This design comes from an exercise in tuning for small area, a short achievable clock period and few clock cycles per item on the open sky130 flow, not from production work. In this exercise RTL edits were held to simulation tests only and were not proved equivalent to the original. Power is estimated from default activity; no workload was simulated.

[flow/design.v]
module nmea_decoder (
    input             clk,
    input             rst,
    input             cmd_valid,
    output            cmd_ready,
    input      [7:0]  cmd_op,
    input      [7:0]  cmd_arg,
    output reg        rsp_valid,
    output reg [7:0]  rsp_status,
    output reg [31:0] rsp_data,
    output            savail
);
    localparam MAXLINE = 120;
    localparam NW = 15;                  
    localparam OP_FEED   = 8'h01, OP_HAS    = 8'h02, OP_TAKE  = 8'h03, OP_LREAD = 8'h04;
    localparam OP_FRST   = 8'h30, OP_FNEXT  = 8'h31, OP_FEMPTY = 8'h32;
    localparam OP_TIMED  = 8'h33, OP_DATED  = 8'h34, OP_COORD = 8'h35, OP_RDREG = 8'h36;
    localparam ST_OK = 8'h00, ST_EMPTY = 8'h01, ST_NO_FIELD = 8'h02;
    localparam ST_BAD_FIELD = 8'h20, ST_BAD_HEMI = 8'h21, ST_OUT_OF_RANGE = 8'h22;
    localparam ST_BAD_OPERAND = 8'hFE, ST_ILLEGAL_OP = 8'hFF;
    localparam CH_LF = 8'h0A;
    reg [MAXLINE*8-1:0] buf0, buf1;
    reg        act;
    reg [6:0]  cur;
    reg        newf;
    reg [6:0]  fp;
    reg [7:0]  r_hour, r_min, r_sec, r_day, r_month, r_year;
    reg [9:0]  r_ms;
    reg [29:0] r_lat_raw, r_lon_raw;
    reg [31:0] r_lat_fix, r_lon_fix;
    reg [7:0]  r_lat_hemi, r_lon_hemi;
    reg [3:0]  r_valid;
    reg [6:0]  n;         
    reg        zset;      
    reg [6:0]  zpos;      
    reg        s_idle, s_fn, s_tk, s_hm, s_ev, s_lr, s_rw;
    reg        s_la, s_fx;    
    reg [3:0]  la;            
    reg        lok;           
    reg [1:0]  top;       
    reg        kind;      
    reg [3:0]  wp;        
    reg [1:0]  stp;       
    reg [2:0]  lb;        
    reg [4:0]  rarg;      
    reg        bad;       
    reg        dseen;     
    reg [6:0]  dotpos;    
    reg [6:0]  tj;        
    reg        tcomma;    
    reg [7:0]  hemi;      
    reg [47:0] tb;        
    reg        rr;
    reg        pw_v, pw_buf, pw_lf;
    reg [6:0]  pw_idx;
    reg [7:0]  pw_arg;
    reg        rdy, sav;
    assign cmd_ready = rdy;
    assign savail    = sav;
    wire fp_ge_n = (fp >= n);
    reg [63:0] rword;
    integer w;
    reg [NW-1:0] rs0, rs1;
    reg [63:0] rraw;
    always @* begin
        rraw = 64'd0;
        for (w = 0; w < NW; w = w + 1) begin
            rraw = rraw | ({64{rs0[w]}} & buf0[w*64 +: 64])
                        | ({64{rs1[w]}} & buf1[w*64 +: 64]);
        end
    end
    wire [6:0] pw_nx = (pw_idx == MAXLINE - 1) ? pw_idx : pw_idx + 7'd1;
    wire       pw_sl = pw_v && pw_lf;
    integer mb;
    always @* begin
        for (mb = 0; mb < 8; mb = mb + 1) begin
            if (pw_sl && {wp, mb[2:0]} == pw_nx)
                rword[mb*8 +: 8] = 8'h00;
            else if (pw_sl && {wp, mb[2:0]} == pw_idx)
                rword[mb*8 +: 8] = CH_LF;
            else
                rword[mb*8 +: 8] = rraw[mb*8 +: 8];
        end
    end
    reg [7:0] c_stop, c_comma, c_dig, c_dot;
    integer m;
    always @* begin
        for (m = 0; m < 8; m = m + 1) begin
            c_comma[m] = (rword[m*8 +: 8] == 8'h2C);
            c_stop[m]  = (rword[m*8 +: 8] == 8'h00) || c_comma[m] || (rword[m*8 +: 8] == 8'h2A);
            c_dig[m]   = (rword[m*8+4 +: 4] == 4'h3) && (rword[m*8 +: 4] <= 4'h9);
            c_dot[m]   = (rword[m*8 +: 8] == 8'h2E);
        end
    end
    wire       first = s_idle;
    wire [2:0] off   = fp[2:0];
    reg  [7:0] msk;
    always @* begin
        for (m = 0; m < 8; m = m + 1)
            msk[m] = !first || (m >= off);
    end
    wire [7:0] st = c_stop & msk;
    wire       found = |st;
    reg  [2:0] fpos;
    reg  [7:0] intok;         
    reg        seen;
    always @* begin
        fpos = 3'd0;
        seen = 1'b0;
        for (m = 0; m < 8; m = m + 1) begin
            if (st[m] && !seen) fpos = m;
            if (st[m]) seen = 1'b1;
            intok[m] = msk[m] && !seen;
        end
    end
    wire       at_end   = (wp == NW - 1);
    wire       done_w   = found || at_end;           
    wire [6:0] j_here   = found ? {wp, fpos} : 7'd120;
    wire       comma_j  = found && c_comma[fpos];
    wire [7:0] jnx      = {1'b0, j_here} + 8'd1;
    wire [7:0] d_in    = intok & c_dot;
    wire [7:0] o_in    = intok & ~c_dig & ~c_dot;
    reg  [2:0] dfirst;
    reg        dmulti, dany;
    always @* begin
        dfirst = 3'd0;
        dany   = 1'b0;
        dmulti = 1'b0;
        for (m = 0; m < 8; m = m + 1) begin
            if (d_in[m] && dany) dmulti = 1'b1;
            if (d_in[m] && !dany) dfirst = m;
            if (d_in[m]) dany = 1'b1;
        end
    end
    wire is_dated_now = s_idle ? (cmd_op == OP_DATED) : (top == 2'd1);
    wire bad_w = (|o_in) || dmulti || (dany && (dseen_in || is_dated_now));
    wire dseen_in = s_idle ? 1'b0 : dseen;
    reg [7:0] hb;
    always @* begin
        hb = 8'd0;
        for (m = 0; m < 7; m = m + 1)
            if (fpos == m) hb = rword[(m+1)*8 +: 8];
    end
    reg [3:0] rnib [0:7];
    reg [7:0] rin;
    always @* begin
        for (m = 0; m < 8; m = m + 1) begin
            rnib[m] = rword[((m + off) % 8)*8 +: 4];
            rin[m]  = intok[(m + off) % 8];
        end
    end
    reg [47:0] tb_next;
    reg [1:0]  sx;
    integer k;
    always @* begin
        sx = s_idle ? 2'd0 : stp;
        for (k = 0; k < 12; k = k + 1) begin
            if ((({1'b0, off} + (k % 8)) >= 4'd8) ? (sx == (k / 8) + 1) : (sx == (k / 8)))
                tb_next[k*4 +: 4] = rin[k % 8] ? rnib[k % 8] : 4'd0;
            else if (s_idle)
                tb_next[k*4 +: 4] = 4'd0;
            else
                tb_next[k*4 +: 4] = tb[k*4 +: 4];
        end
    end
    wire [6:0] tend = dseen ? dotpos : tj;
    wire [6:0] ni   = tend - fp;
    wire       tempty = (tj == fp);
    reg  [3:0] R [0:5];
    reg  [3:0] F [0:5];
    integer a;
    always @* begin
        for (a = 0; a < 6; a = a + 1) begin
            R[a] = 4'd0;
            F[a] = 4'd0;
        end
        for (a = 0; a < 6; a = a + 1) begin
            case (ni[2:0])
            3'd1: begin if (a < 1) R[a] = tb[(0 - a)*4 +: 4]; if (a + 2 < 12) F[a] = tb[(a + 2)*4 +: 4]; end
            3'd2: begin if (a < 2) R[a] = tb[(1 - a)*4 +: 4]; if (a + 3 < 12) F[a] = tb[(a + 3)*4 +: 4]; end
            3'd3: begin if (a < 3) R[a] = tb[(2 - a)*4 +: 4]; if (a + 4 < 12) F[a] = tb[(a + 4)*4 +: 4]; end
            3'd4: begin if (a < 4) R[a] = tb[(3 - a)*4 +: 4]; if (a + 5 < 12) F[a] = tb[(a + 5)*4 +: 4]; end
            3'd5: begin if (a < 5) R[a] = tb[(4 - a)*4 +: 4]; if (a + 6 < 12) F[a] = tb[(a + 6)*4 +: 4]; end
            3'd6: begin if (a < 6) R[a] = tb[(5 - a)*4 +: 4]; if (a + 7 < 12) F[a] = tb[(a + 7)*4 +: 4]; end
            default: ;
            endcase
        end
    end
    wire [6:0] pr54 = R[5] * 7'd10 + R[4];
    wire [6:0] pr32 = R[3] * 7'd10 + R[2];
    wire [6:0] pr10 = R[1] * 7'd10 + R[0];
    wire [9:0] ms3  = F[0] * 10'd100 + F[1] * 10'd10 + F[2];
    wire [9:0] degv = R[4] * 10'd100 + R[3] * 10'd10 + R[2];
    wire [6:0] pf01 = F[0] * 7'd10 + F[1];
    wire [6:0] pf23 = F[2] * 7'd10 + F[3];
    wire [6:0] pf45 = F[4] * 7'd10 + F[5] + 7'd3;
    wire ni_bad6 = (ni == 7'd0) || (ni > 7'd6);
    wire ni_bad5 = (ni == 7'd0) || (ni > 7'd5);
    wire hemi_ok  = (hemi == 8'h4E) || (hemi == 8'h53) || (hemi == 8'h45) || (hemi == 8'h57);
    wire hemi_neg = (hemi == 8'h53) || (hemi == 8'h57);
    wire f6ge3   = (F[0] != 0) || (F[1] != 0) || (F[2] != 0) || (F[3] != 0) || (F[4] != 0) || (F[5] >= 4'd3);
    wire q_gt0   = (R[1] != 0) || (R[0] != 0) || f6ge3;
    wire q_gt1e7 = (R[1] > 4'd6) || (R[1] == 4'd6 && (R[0] != 0 || f6ge3));
    wire d_ge91  = (R[4] != 0) || (R[3] == 4'd9 && R[2] != 0);
    wire d_eq90  = (R[4] == 0) && (R[3] == 4'd9) && (R[2] == 0);
    wire d_eq89  = (R[4] == 0) && (R[3] == 4'd8) && (R[2] == 4'd9);
    wire d_ge181 = (R[4] > 4'd1) || (R[4] == 4'd1 && (R[3] == 4'd9 || (R[3] == 4'd8 && R[2] != 0)));
    wire d_eq180 = (R[4] == 4'd1) && (R[3] == 4'd8) && (R[2] == 0);
    wire d_eq179 = (R[4] == 4'd1) && (R[3] == 4'd7) && (R[2] == 4'd9);
    wire oor = kind ? (d_ge181 || (d_eq180 && q_gt0) || (d_eq179 && q_gt1e7))
                    : (d_ge91  || (d_eq90  && q_gt0) || (d_eq89  && q_gt1e7));
    reg        jb;            
    reg [1:0]  jc;            
    reg        jkind, jneg;
    reg [9:0]  jdeg;
    reg [6:0]  jmm, jp1, jp2, jp3;
    reg [2:0]  jr;            
    reg [7:0]  jsd;           
    wire       jlast = jb && (jc == 2'd3);
    wire [2:0]  jrs   = (jc == 2'd0) ? jmm % 7'd6 : jr;
    wire [6:0]  jpsel = (jc == 2'd0) ? jp1 : (jc == 2'd1) ? jp2 : jp3;
    wire [6:0]  jt    = {2'd0, jrs, 2'd0} + jpsel;
    wire [4:0]  jtq   = jt / 7'd6;
    wire [2:0]  jrn   = jt % 7'd6;
    wire [6:0]  jd    = {jrs, 4'd0} + jtq;
    wire [7:0]  jsdn  = jneg ? -{1'b0, jd} : {1'b0, jd};
    wire [29:0] jAb   = (jc == 2'd0) ? {20'd0, jdeg} : (jkind ? r_lon_raw : r_lat_raw);
    wire [6:0]  jAp   = (jc == 2'd0) ? jmm : (jc == 2'd1) ? jp1 : jp2;
    wire [29:0] jAn   = {jAb[23:0], 6'd0} + {jAb[24:0], 5'd0} + {jAb[27:0], 2'd0} + {23'd0, jAp};
    wire [31:0] jQb   = jkind ? r_lon_fix : r_lat_fix;
    wire [31:0] jQn   = {jQb[25:0], 6'd0} + {jQb[26:0], 5'd0} + {jQb[29:0], 2'd0} + {{24{jsd[7]}}, jsd};
    wire [13:0] jq0   = {jdeg, 3'd0} + {jdeg, 1'd0} + jmm / 7'd6;
    wire [31:0] jq0s  = jneg ? -{18'd0, jq0} : {18'd0, jq0};
    wire [31:0] jQw   = (jc == 2'd0) ? jq0s : jQn;
    reg        tdj;           
    wire conflict_c = (jb && (jkind ? (cmd_arg == 8'h0C || cmd_arg == 8'h0D)
                                    : (cmd_arg == 8'h08 || cmd_arg == 8'h09)))
                   || (tdj && cmd_arg < 8'd7);
    wire conflict_w = (jb && (jkind ? (rarg == 5'h0C || rarg == 5'h0D)
                                    : (rarg == 5'h08 || rarg == 5'h09)))
                   || tdj;
    wire [4:0] rsel = s_rw ? rarg : cmd_arg[4:0];
    wire       rhi  = s_rw ? 1'b0 : (cmd_arg[7:5] != 3'd0);
    reg        rd_ok;
    reg [31:0] rd_val;
    always @* begin
        rd_ok  = !rhi;
        rd_val = 32'd0;
        case (rsel)
            5'h00: rd_val = {24'd0, r_hour};
            5'h01: rd_val = {24'd0, r_min};
            5'h02: rd_val = {24'd0, r_sec};
            5'h03: rd_val = {22'd0, r_ms};
            5'h04: rd_val = {24'd0, r_day};
            5'h05: rd_val = {24'd0, r_month};
            5'h06: rd_val = {24'd0, r_year};
            5'h08: rd_val = {2'd0, r_lat_raw};
            5'h09: rd_val = r_lat_fix;
            5'h0A: rd_val = {24'd0, r_lat_hemi};
            5'h0C: rd_val = {2'd0, r_lon_raw};
            5'h0D: rd_val = r_lon_fix;
            5'h0E: rd_val = {24'd0, r_lon_hemi};
            5'h0F: rd_val = {28'd0, r_valid};
            5'h10: rd_val = {25'd0, cur};
            5'h11: rd_val = {31'd0, act};
            5'h12: rd_val = {31'd0, newf};
            5'h13: rd_val = {25'd0, fp};
            default: rd_ok = 1'b0;
        endcase
        if (!rd_ok) rd_val = 32'd0;
    end
    wire       take   = s_idle && cmd_valid;
    wire       o_feed = (cmd_op == OP_FEED);
    wire       o_has  = (cmd_op == OP_HAS);
    wire       o_take = (cmd_op == OP_TAKE);
    wire       o_lrd  = (cmd_op == OP_LREAD);
    wire       o_frst = (cmd_op == OP_FRST);
    wire       o_fnx  = (cmd_op == OP_FNEXT);
    wire       o_femp = (cmd_op == OP_FEMPTY);
    wire       o_tim  = (cmd_op == OP_TIMED);
    wire       o_dat  = (cmd_op == OP_DATED);
    wire       o_crd  = (cmd_op == OP_COORD);
    wire       o_rdr  = (cmd_op == OP_RDREG);
    wire       o_tok  = o_tim || o_dat || o_crd;
    wire       o_ill  = !(o_feed || o_has || o_take || o_lrd || o_frst || o_fnx || o_femp || o_tok || o_rdr);
    wire       is_lf  = (cmd_arg == CH_LF);
    wire       lrd_ok = (cmd_arg < MAXLINE);
    wire       crd_bad = (cmd_arg > 8'd1);
    wire [6:0] cur_next = (cur == MAXLINE - 1) ? cur : cur + 7'd1;
    reg        cv, cc;
    reg  [6:0] cj;
    wire [7:0] cjn     = {1'b0, cj} + 8'd1;
    wire       fn_now  = fp_ge_n || cv || done_w;        
    wire       fn_ok   = !fp_ge_n && (cv ? cc : comma_j);  
    wire [7:0] fn_j1   = cv ? cjn : jnx;                 
    wire       tk_hm   = comma_j && fpos == 3'd7 && !at_end;
    wire go_fn = o_fnx && !fn_now;
    wire go_tk = o_crd ? (!crd_bad && !fp_ge_n) : (o_tok && !fp_ge_n && !done_w);
    wire       bad_f    = (s_idle ? 1'b0 : bad) || bad_w;
    wire       dseen_f  = dseen_in || dany;
    wire [6:0] dotpos_f = dseen_in ? dotpos : {wp, dfirst};
    wire [6:0] ni_f     = (dseen_f ? dotpos_f : j_here) - fp;
    wire       empty_f  = (j_here == fp);
    wire       td_badf  = bad_f || (ni_f == 7'd0) || (ni_f > 7'd6);
    wire       td_okf   = !empty_f && !td_badf;
    wire [7:0] st_td    = empty_f ? ST_EMPTY : td_badf ? ST_BAD_FIELD : ST_OK;
    wire       td_now   = take && o_tok && !o_crd && !fp_ge_n && done_w;
    wire go_lr = o_lrd;
    wire go_fx = o_crd && crd_bad;
    wire go_rw = o_rdr && conflict_c;
    wire stay  = go_fn || go_tk || go_lr || go_rw;
    reg [7:0]  st_i;
    reg [31:0] dt_i;
    always @* begin
        st_i = ST_OK;
        if (o_ill) st_i = ST_ILLEGAL_OP;
        else if (o_rdr && !rd_ok) st_i = ST_BAD_OPERAND;
        else if (o_fnx && !fn_ok) st_i = ST_NO_FIELD;
        else if (o_crd && crd_bad) st_i = ST_BAD_OPERAND;
        else if (o_tok && fp_ge_n) st_i = ST_EMPTY;
        else if (o_tok && !o_crd) st_i = st_td;
        dt_i = ({32{o_rdr}} & rd_val)
             | {31'd0, (o_has && newf) || (o_take && !act) || (o_femp && (fp_ge_n || c_stop[off]))}
             | ({32{o_fnx && fn_ok}} & {24'd0, fn_j1});
    end
    wire ev_bad_t = bad || ni_bad6;
    wire ev_bad_c = bad || ni_bad5 || !dseen;
    wire ev_hemi  = !tcomma || !hemi_ok;
    wire ev_wait  = (top == 2'd2) && !tempty && !ev_bad_c && !ev_hemi && !oor && jb && !jlast;
    wire ev_go    = (top == 2'd2) && !tempty && !ev_bad_c && !ev_hemi && !oor && !(jb && !jlast);
    reg  [7:0] st_e;
    always @* begin
        if (tempty) st_e = ST_EMPTY;
        else if (top != 2'd2) st_e = ev_bad_t ? ST_BAD_FIELD : ST_OK;
        else if (ev_bad_c) st_e = ST_BAD_FIELD;
        else if (ev_hemi) st_e = ST_BAD_HEMI;
        else if (oor) st_e = ST_OUT_OF_RANGE;
        else st_e = ST_OK;
    end
    wire fn_end = s_fn && done_w;
    wire tk_end = s_tk && done_w;
    wire td_end = tk_end && (top != 2'd2);
    wire cd_end = tk_end && (top == 2'd2);
    wire rw_end = s_rw && !conflict_w;
    always @(posedge clk) begin
        rsp_valid <= !rst && !rr && ((take && !stay) || fn_end || td_end || s_lr || (s_la && !lok) || rw_end || (s_ev && !ev_wait));
        rsp_status <= s_idle ? st_i
                    : s_fn   ? (comma_j ? ST_OK : ST_NO_FIELD)
                    : s_ev   ? st_e
                    : s_la   ? ST_BAD_OPERAND
                    : s_tk   ? st_td
                    : ST_OK;
        rsp_data   <= s_idle ? dt_i
                    : s_fn   ? (comma_j ? {24'd0, jnx} : 32'd0)
                    : s_lr   ? {24'd0, rword[lb*8 +: 8]}
                    : s_la   ? 32'd0
                    : s_rw   ? rd_val
                    : 32'd0;
    end
    always @(posedge clk) begin
        if (rst) begin
            s_idle <= 1'b0;
            s_fn   <= 1'b0;
            s_tk   <= 1'b0;
            s_hm   <= 1'b0;
            s_ev   <= 1'b0;
            s_lr   <= 1'b0;
            s_la   <= 1'b0;
            s_fx   <= 1'b0;
            s_rw   <= 1'b0;
            jb     <= 1'b0;
            tdj    <= 1'b0;
            rdy    <= 1'b0;
        end else if (rr) begin
            s_idle <= 1'b1;
            rdy    <= 1'b1;
        end else begin
            rdy    <= (rdy && !(cmd_valid && (stay || go_fx))) || fn_end || td_end || s_lr || (s_la && !lok) || s_fx || rw_end || (s_ev && !ev_wait);
            s_idle <= (s_idle && !(cmd_valid && (stay || go_fx))) || fn_end || td_end || s_lr || (s_la && !lok) || s_fx || rw_end || (s_ev && !ev_wait);
            s_fn   <= (take && go_fn) || (s_fn && !done_w);
            s_tk   <= (take && go_tk && !done_w) || (s_tk && !done_w);
            s_hm   <= (take && go_tk && done_w && o_crd && tk_hm) || (cd_end && tk_hm);
            s_ev   <= (take && go_tk && done_w && o_crd && !tk_hm) || (cd_end && !tk_hm)
                   || s_hm || (s_ev && ev_wait);
            s_la   <= take && go_lr;
            s_lr   <= s_la && lok;
            s_fx   <= take && go_fx;
            s_rw   <= (take && go_rw) || (s_rw && conflict_w);
            jb     <= (jb && !jlast) || (s_ev && ev_go);
            tdj    <= (td_now || td_end) && td_okf;
        end
    end
    function [NW-1:0] dec_w;
        input [3:0] x;
        integer q;
        begin
            for (q = 0; q < NW; q = q + 1) dec_w[q] = (x == q);
        end
    endfunction
    wire [NW-1:0] oh    = rs0 | rs1;
    wire [NW-1:0] oh_up = {oh[NW-2:0], 1'b0};
    wire [NW-1:0] oh_j  = (fpos == 3'd7) ? oh_up : oh;     
    wire          up_fn = !fn_now;
    wire          up_td = !fp_ge_n && !done_w;
    wire          up_cd = !fp_ge_n && (!done_w || tk_hm);
    wire [NW-1:0] oh_fn = fn_ok ? (cv ? dec_w(cjn[6:3]) : oh_j) : (up_fn ? oh_up : oh);
    wire [NW-1:0] oh_td = up_td ? oh_up : oh;
    wire [NW-1:0] oh_cd = up_cd ? oh_up : oh;
    wire [NW-1:0] oh_cmd = (o_take || o_frst)  ? {{(NW-1){1'b0}}, 1'b1}
                         : o_fnx               ? oh_fn
                         : (o_tim || o_dat)    ? oh_td
                         : o_crd               ? oh_cd
                         : oh;
    wire [NW-1:0] oh_st  = (s_fn || s_tk) ? (!done_w ? oh_up
                                            : (s_fn && comma_j) ? oh_j
                                            : (s_tk && top == 2'd2 && tk_hm) ? oh_up
                                            : dec_w(fp[6:3]))
                         : (s_hm || s_lr || s_fx) ? dec_w(fp[6:3])
                         : (s_la && lok) ? dec_w(la)
                         : oh;
    wire [NW-1:0] oh_n   = take ? oh_cmd : oh_st;
    wire          flip   = take && o_feed && is_lf;       
    wire [3:0]    wp_up  = wp + 4'd1;
    wire [3:0]    wp_fn  = fn_ok ? fn_j1[6:3] : (up_fn ? wp_up : wp);
    wire [3:0]    wp_cmd = (o_take || o_frst)  ? 4'd0
                         : o_fnx               ? wp_fn
                         : (o_tim || o_dat)    ? (up_td ? wp_up : wp)
                         : o_crd               ? (up_cd ? wp_up : wp)
                         : wp;
    wire [3:0]    wp_st  = (s_fn || s_tk) ? (!done_w ? wp_up
                                            : (s_fn && comma_j) ? jnx[6:3]
                                            : (s_tk && top == 2'd2 && tk_hm) ? wp_up
                                            : fp[6:3])
                         : (s_hm || s_lr || s_fx) ? fp[6:3]
                         : (s_la && lok) ? la
                         : wp;
    always @(posedge clk) begin
        if (rr) begin
            rs0 <= {NW{1'b0}};
            rs1 <= {{(NW-1){1'b0}}, 1'b1};
        end else begin
            rs0 <= flip ? rs1 : (act ? oh_n : {NW{1'b0}});
            rs1 <= flip ? rs0 : (act ? {NW{1'b0}} : oh_n);
        end
    end
    always @(posedge clk) begin
        if (rr) begin
            top    <= 2'd0;
            kind   <= 1'b0;
            wp     <= 4'd0;
            stp    <= 2'd0;
            lb     <= 3'd0;
            la     <= 4'd0;
            lok    <= 1'b0;
            rarg   <= 5'd0;
            bad    <= 1'b0;
            dseen  <= 1'b0;
            dotpos <= 7'd0;
            tj     <= 7'd0;
            tcomma <= 1'b0;
            hemi   <= 8'd0;
            tb     <= 48'd0;
            jc     <= 2'd0;
            jkind  <= 1'b0;
            jneg   <= 1'b0;
            jdeg   <= 10'd0;
            jmm    <= 7'd0;
            jp1    <= 7'd0;
            jp2    <= 7'd0;
            jp3    <= 7'd0;
            jr     <= 3'd0;
            jsd    <= 8'd0;
            cv     <= 1'b0;
            cc     <= 1'b0;
            cj     <= 7'd0;
        end else begin
            if (s_idle) begin
                top    <= o_tim ? 2'd0 : o_dat ? 2'd1 : 2'd2;
                kind   <= cmd_arg[0];
                rarg   <= cmd_arg[4:0];
                lb     <= cmd_arg[2:0];
                la     <= cmd_arg[6:3];
                lok    <= lrd_ok;
                bad    <= bad_w;
                dseen  <= dany;
                dotpos <= {wp, dfirst};
                tj     <= j_here;
                tcomma <= comma_j;
                hemi   <= hb;
                tb     <= tb_next;
                stp    <= 2'd1;
            end
            if (s_tk) begin
                tb  <= tb_next;
                stp <= (stp == 2'd3) ? stp : stp + 2'd1;
                if (bad_w) bad <= 1'b1;
                if (!dseen && dany) begin
                    dseen  <= 1'b1;
                    dotpos <= {wp, dfirst};
                end
                if (done_w) begin
                    tj     <= j_here;
                    tcomma <= comma_j;
                    hemi   <= hb;
                end
            end
            if (s_hm) hemi <= rword[7:0];
            if ((take && go_tk && done_w) || td_now || tk_end) begin
                cv <= 1'b1;
                cj <= j_here;
                cc <= comma_j;
            end else if ((take && ((o_feed && is_lf) || o_take || o_frst || (o_fnx && fn_ok))) || (fn_end && comma_j)) begin
                cv <= 1'b0;
            end
            wp <= take ? wp_cmd : wp_st;
            if (s_ev && ev_go) begin
                jc    <= 2'd0;
                jkind <= kind;
                jneg  <= hemi_neg;
                jdeg  <= degv;
                jmm   <= pr10;
                jp1   <= pf01;
                jp2   <= pf23;
                jp3   <= pf45;
            end else if (jb) begin
                jc  <= jc + 2'd1;
                jr  <= jrn;
                jsd <= jsdn;
            end
        end
    end
    always @(posedge clk) begin
        if (rr) begin
            act        <= 1'b0;
            cur        <= 7'd0;
            newf       <= 1'b0;
            sav        <= 1'b0;
            fp         <= 7'd0;
            n          <= 7'd0;
            zset       <= 1'b0;
            zpos       <= 7'd0;
            r_hour     <= 8'd0;
            r_min      <= 8'd0;
            r_sec      <= 8'd0;
            r_ms       <= 10'd0;
            r_day      <= 8'd0;
            r_month    <= 8'd0;
            r_year     <= 8'd0;
            r_lat_raw  <= 30'd0;
            r_lat_fix  <= 32'd0;
            r_lat_hemi <= 8'd0;
            r_lon_raw  <= 30'd0;
            r_lon_fix  <= 32'd0;
            r_lon_hemi <= 8'd0;
            r_valid    <= 4'd0;
        end else begin
            if (take && o_feed) begin
                if (is_lf) begin
                    act  <= ~act;
                    cur  <= 7'd0;
                    n    <= zset ? zpos : cur_next;
                    zset <= 1'b0;
                end else begin
                    cur <= cur_next;
                    if (cmd_arg == 8'h00 && !zset) begin
                        zset <= 1'b1;
                        zpos <= cur;
                    end
                end
            end
            newf <= (newf && !(take && o_take)) || (take && o_feed && is_lf);
            sav  <= (sav && !(take && o_take)) || (take && o_feed && is_lf);
            if (take && (o_take || o_frst))      fp <= 7'd0;
            else if (take && o_fnx && fn_ok)     fp <= fn_j1[6:0];
            else if (fn_end && comma_j)          fp <= jnx[6:0];
            if (td_okf && ((td_now && o_tim) || (td_end && top == 2'd0))) r_valid[0] <= 1'b1;
            if (td_okf && ((td_now && o_dat) || (td_end && top == 2'd1))) r_valid[1] <= 1'b1;
            if (tdj) begin
                if (top == 2'd0) begin
                    r_hour     <= {1'b0, pr54};
                    r_min      <= {1'b0, pr32};
                    r_sec      <= {1'b0, pr10};
                    r_ms       <= ms3;
                end else begin
                    r_day      <= {1'b0, pr54};
                    r_month    <= {1'b0, pr32};
                    r_year     <= {1'b0, pr10};
                end
            end
            if (s_ev && ev_go) begin
                if (kind) begin
                    r_lon_hemi <= hemi;
                    r_valid[3] <= 1'b1;
                end else begin
                    r_lat_hemi <= hemi;
                    r_valid[2] <= 1'b1;
                end
            end
            if (jb && !jkind) begin
                if (jc != 2'd3) r_lat_raw <= jAn;
                r_lat_fix <= jQw;
            end
            if (jb && jkind) begin
                if (jc != 2'd3) r_lon_raw <= jAn;
                r_lon_fix <= jQw;
            end
        end
    end
    genvar gi;
    generate
        for (gi = 0; gi < MAXLINE; gi = gi + 1) begin : g_byte
            wire hit = (pw_idx == gi) && !(gi == MAXLINE - 1 && pw_lf);
            wire hz  = pw_lf && (pw_nx == gi);
            wire l0  = !rr && pw_v && !pw_buf && hit;
            wire h0  = !rr && !(pw_v && !pw_buf && (hit || hz));
            wire l1  = !rr && pw_v && pw_buf && hit;
            wire h1  = !rr && !(pw_v && pw_buf && (hit || hz));
            always @(posedge clk) begin
                buf0[gi*8 +: 8] <= ({8{l0}} & pw_arg) | ({8{h0}} & buf0[gi*8 +: 8]);
                buf1[gi*8 +: 8] <= ({8{l1}} & pw_arg) | ({8{h1}} & buf1[gi*8 +: 8]);
            end
        end
    endgenerate
    always @(posedge clk) begin
        rr     <= rst;
        pw_v   <= !rst && take && o_feed;
        pw_buf <= act;
        pw_lf  <= is_lf;
        pw_idx <= cur;
        pw_arg <= cmd_arg;
    end
endmodule
[flow/flow/run.sh]
#!/bin/bash
# Standard layout, with timing repair asked to leave margin against the
# (unchanged) clock period so that the achieved period shrinks.
set -euo pipefail
export SETUP_SLACK_MARGIN=24.3
bash standard.sh > standard.log 2>&1
[flow/standard.sh]
#!/bin/bash
# synth_recipe.tcl (not shown) runs the flow's synth.tcl, then flattens the netlist and writes it again
# the make line also repeats each setting of config.mk as NAME=value (left out here)
make -C /OpenROAD-flow-scripts/flow DESIGN_CONFIG=/design/flow/config.mk WORK_HOME=/design/flow/orfs CLKGATE_MAP_FILE= SYNTH_SCRIPT=/design/flow/synth_recipe.tcl "${@:-finish}"
[flow/config.mk]
export PLATFORM = sky130hd
export DESIGN_NAME = nmea_decoder
export DESIGN_NICKNAME = nmea_decoder
export VERILOG_FILES = /design/flow/design.v
export SDC_FILE = /design/flow/constraint.sdc
export NUM_CORES = 4
export LEC_CHECK = 0
export CAP_MARGIN = 20
export CORE_MARGIN = 2
export CORE_UTILIZATION = 60
export CTS_CLUSTER_DIAMETER = 120
export CTS_CLUSTER_SIZE = 20
export GPL_ROUTABILITY_DRIVEN = 0
export SLEW_MARGIN = 30
[flow/constraint.sdc]
create_clock -name core_clock -period 32.0 [get_ports {clk}]
set_input_delay 6.4000 -clock core_clock [delete_from_list [all_inputs] [get_ports {clk}]]
set_output_delay 6.4000 -clock core_clock [all_outputs]
set_load 0.01 [all_outputs]
==> summary.txt <==
path summary, 6_finish.rpt:
check | start | endpoint | slack (ns) | cells after the start
worst max-delay path | cmd_arg[0] | rsp_data[0] | 24.14 | 14
worst min-delay path | jr[0] | jr[0] | 0.46 | 2
worst max register to register | rs0[7] | tdj | 24.29 | 26
worst min register to register | jr[0] | jr[0] | 0.46 | 2
placed cells by master (no fill, tap or decap), types with 45 or more instances in the layout:
cell | synthesis | routed
dfxtp_1 | 2397 | 2303
a22o_1 | 1973 | 1973
a22oi_1 | 1013 | 989
nor2_1 | 819 | 770
a21oi_1 | 725 | 664
nand2_1 | 652 | 636
buf_4 | 6 | 267
nand3_1 | 266 | 254
ha_1 | 245 | 240
nand4_1 | 231 | 231
o21ai_0 | 248 | 217
mux2i_1 | 217 | 209
inv_1 | 161 | 158
o22ai_1 | 148 | 147
clkbuf_16 | 0 | 139
xnor2_1 | 130 | 127
fa_1 | 105 | 104
nor3_1 | 117 | 97
a211oi_1 | 100 | 95
buf_6 | 5 | 85
o211ai_1 | 72 | 72
mux2_2 | 69 | 68
a21oi_2 | 3 | 62
xor2_1 | 59 | 57
a21o_1 | 56 | 56
dfxtp_4 | 0 | 53
and3_1 | 55 | 51
nor2b_1 | 55 | 50
a31oi_1 | 55 | 46
or3_1 | 52 | 45
a221oi_1 | 58 | 45
o21ai_1 | 20 | 45
registers in the layout, summed over array words and instances, names as in the netlist, 10 cells and up:
name,count
r_lon_fix,32
jdeg,10
r_ms,10
r_lon_raw,30
rs1,15
rs0,15
buf0,960
rsp_data,32
buf1,960
r_lat_fix,32
r_lat_raw,30
tb,48
critical path: stages:
cell	delay [ns]
buf_6	0.09
buf_8	0.13
mux2i_4	0.29
inv_2	0.14
nand3_4	0.17
nor2_4	0.07
buf_12	0.14
a22oi_2	0.14
nand4_1	0.16
nor2_1	0.18
a21oi_2	0.09
a221o_1	0.36
a21oi_2	0.14
a31oi_1	0.05
stage by stage:
stage               worst slack, ns  cell area (sq um)  total power [mW]  hold WS [ns]
floorplan                     23.37             111000              3.16         0.329
global placement              22.16             113000              3.24         0.442
detailed placement            22.10             113000              3.24         0.448
CTS                           24.14             119000              5.03         0.461
global route                  24.11             120000              5.16         0.491
finish                        24.14             120000              5.07         0.457
final cells by class:
| class | count | area, sq um |
|---|---|---|
| antenna | 10 | 25.0 |
| clock buffer | 147 | 3520 |
| clock inverter | 17 | 348 |
| fill | 14700 | 62900 |
| inverter | 167 | 629 |
| multi-input combinational | 8123 | 60100 |
| sequential | 2397 | 48200 |
| tap | 2385 | 2980 |
| timing repair buffer | 412 | 3960 |
per-layer routing:
metal	global-route usage, %	wire (um)	vias to the layer above
met5	0.468	229	-
met4	32.4	39300	20
met3	18.5	74200	2234
met2	66.7	187000	9157
met1	62.3	171000	51300
li1	-	-	43800
synthesized netlist by cell type (56+ instances only):
master and count:
dfxtp_1 2397, a22o_1 1973, a22oi_1 1013, nor2_1 819
a21oi_1 725, clkbuf_1 661, nand2_1 652, nand3_1 266
o21ai_0 248, ha_1 245, nand4_1 231, mux2i_1 217
inv_1 161, o22ai_1 148, xnor2_1 130, nor3_1 117
fa_1 105, buf_2 101, a211oi_1 100, buf_1 100
o211ai_1 72, mux2_2 69, xor2_1 59, a221oi_1 58
a21o_1 56, nor4_1 56
cell families after synthesis:
family	Yosys count
compound gates	4751
xor+xnor	191
fa+ha+maj	352
buf+inv	1040
flops	2397
mux	308
simple gates	2517
power by group through the flow:
| stage | clock network, mW | logic, mW | registers (mW) |
|---|---|---|---|
| floorplan | 0 | 0.107 | 3.06 |
| global placement | 0 | 0.168 | 3.07 |
| detailed placement | 0 | 0.170 | 3.07 |
| CTS | 1.86 | 0.178 | 3.00 |
| global route | 1.97 | 0.195 | 3.00 |
| finish | 1.88 | 0.195 | 3.00 |
what timing repair did:
action | in CTS | in global routing
resized for setup | 506 | 176
buffers inserted | 89 | 46
hold buffers | 0 | 0
pin swaps | 59 | 71
setup endpoints to repair | 182 | 175
gates cloned | 7 | 1
==> summary.txt <==
Outcome
  • Status: timing/DRC/antenna clean

Power
  • Clock power frac: 37.0%
  • Logic pwr share: 3.8%
  • LEAKAGE: 44.4 nW
  • Sequential share of power: 59.1%
  • Switching Share: 24.7%
  • Peak supply drop: 0.0543 mV
  • Internal power: 3.82 mW
  • Power density cells: 42.3 nW/um^2
  • Switching pwr: 1.25 mW

GRT
  • Global route overflow: 0
  • Pin count of the biggest net entering global routing: 149
  • Vias in the first global route: 98,800
  • Initial antenna violation count: 23
  • First-pass GRT wire length: 679 mm
  • Gr usage total: 48.4%

Critical path
  • CP max FO: 6
  • Crit. End Element: flop
  • Worst setup SP type: input pin
  • Worst Path Arrival: 8.58 ns
  • Critical path type: in2reg
  • Worst EP required: 32.72 ns

Timing
  • FMAX: 127 MHz
  • Period utilisation layout: 24.6%
  • Slew HR: 18.4%
  • Slew Viols, Final: 0
  • RSZ-0062 raised after global routing: true
  • Final hold violations: 0
  • Setup violations, final: 0
  • Final min period: 7.86 ns
  • Worst-margin pin slew: 1.22 ns
  • Fin Setup TNS: 0 ns
  • Clk_skew: 0.0514 ns

Drt
  • Antenna Nets Post-Route: 0
  • Routed len/inst: 34.5 um
  • Post-DR vias/cell: 7.80
  • DRT Wirelength: 472 mm
  • DRT Pass-1 Iters: 14
  • Initial DRC count: 18,300
  • Drt drc: 0
  • Vias: 107,000

Clock network
  • Clock Tree Buf Depth: 3
  • CTS tree: done
  • Clock root cell: clkbuf_16
  • Clock latency (worst-skew pair): 0.89 ns
  • Clk slew on worst S/H paths: 0.09 ns
  • Clock H-tree levels: 4
  • TritonCTS Sinks: 2,397
  • Cts bufs inserted: 138

Synth
  • Yosys top cell area share: 43.6%
  • Area fraction in compound gates after synthesis: 32.6%
  • Largest family of logic cells by synthesized area: compound AO/OA/AOI/OAI gates
  • Mux share of post-synthesis cell area: 3.11%
  • Netlist cell types: 119
  • Leading area contributor after synthesis: dfxtp_1
  • Syn Area/Cell: 9.53 sq um
  • Synth Cell Area: 110,000 sq um
  • Synth Area in XOR/XNOR: 1.54%
  • Ys async rst share: 0%
  • Simple-Gate Fraction of Synth Area: 10.8%
  • Sequential cell area fraction in the yosys report: 43.6%
  • Yosys warning count: 4
  • Post-synth EDFFs: 0
  • Yosys reg bits: 2,397
  • Synth Net Count: 11,900
  • Synth Flop Type: dfxtp_1
  • Top cells by area, synth: dfxtp_1, a22o_1, a22oi_1, a21oi_1, nor2_1
  • Post-synthesis adder-cell area fraction: 4.71%
  • Cells after synthesis: 11,600

Layout
  • Layout cell share with drive strength beyond 1: 10.1%
  • Final net count: 11,600
  • Area delta synth->final: 8.76%
  • Final cell count without fillers: 13,700
  • Fin util: 65.6%

Die
  • Die X: 432 um
  • Initial Util: 60.3%
  • Die Area: 187,000 sq um
  • Row count: 157
  • I/O pin count: 62
  • Core area: 183,000 sq um
  • Die Ht: 432 um

Run
  • Max-capacitance violation count: 0

Place
  • Detailed-placement wirelength estimate: 308 mm
  • PortBufs: 61
  • Inst Count DP: 13,300

Min path
  • Worst Hold Class: reg2reg
Testbench counts, summed over its fixed seeds: cycles 30,572, ops 28,081.

==> port drivers added, routing unchanged <==
In the flow no input, the clock included, has a driving cell. The finished layout below was timed again as built, in two steps.
Step 1 (the two cells are an assumption about what drives the block):
set clk [get_ports {clk}]
set_driving_cell -lib_cell sky130_fd_sc_hd__clkbuf_16 $clk
set_driving_cell -lib_cell sky130_fd_sc_hd__buf_2 [delete_from_list [all_inputs] $clk]
Step 2 times the ports against the registers' clock, not the clock port: input delays grow and output delays shrink by t, the midpoint of the rising clock arrivals with the driver on.
a / b / c = no drivers / after step 1 / after step 2; a / b = the first two.
t, ns: 0.948
setup slack, ns: 24.140 / 24.077 / 23.230
latest minus earliest clock arrival (ns): 0.054 / 0.054
slew at the worst register clock pin (ns): 0.10 / 0.10
pins driven straight from the clock port: 1
After both steps setup and hold are still met in this run. The setup slack of this run moves by -0.063 ns with the drivers and by -0.910 ns with both steps.
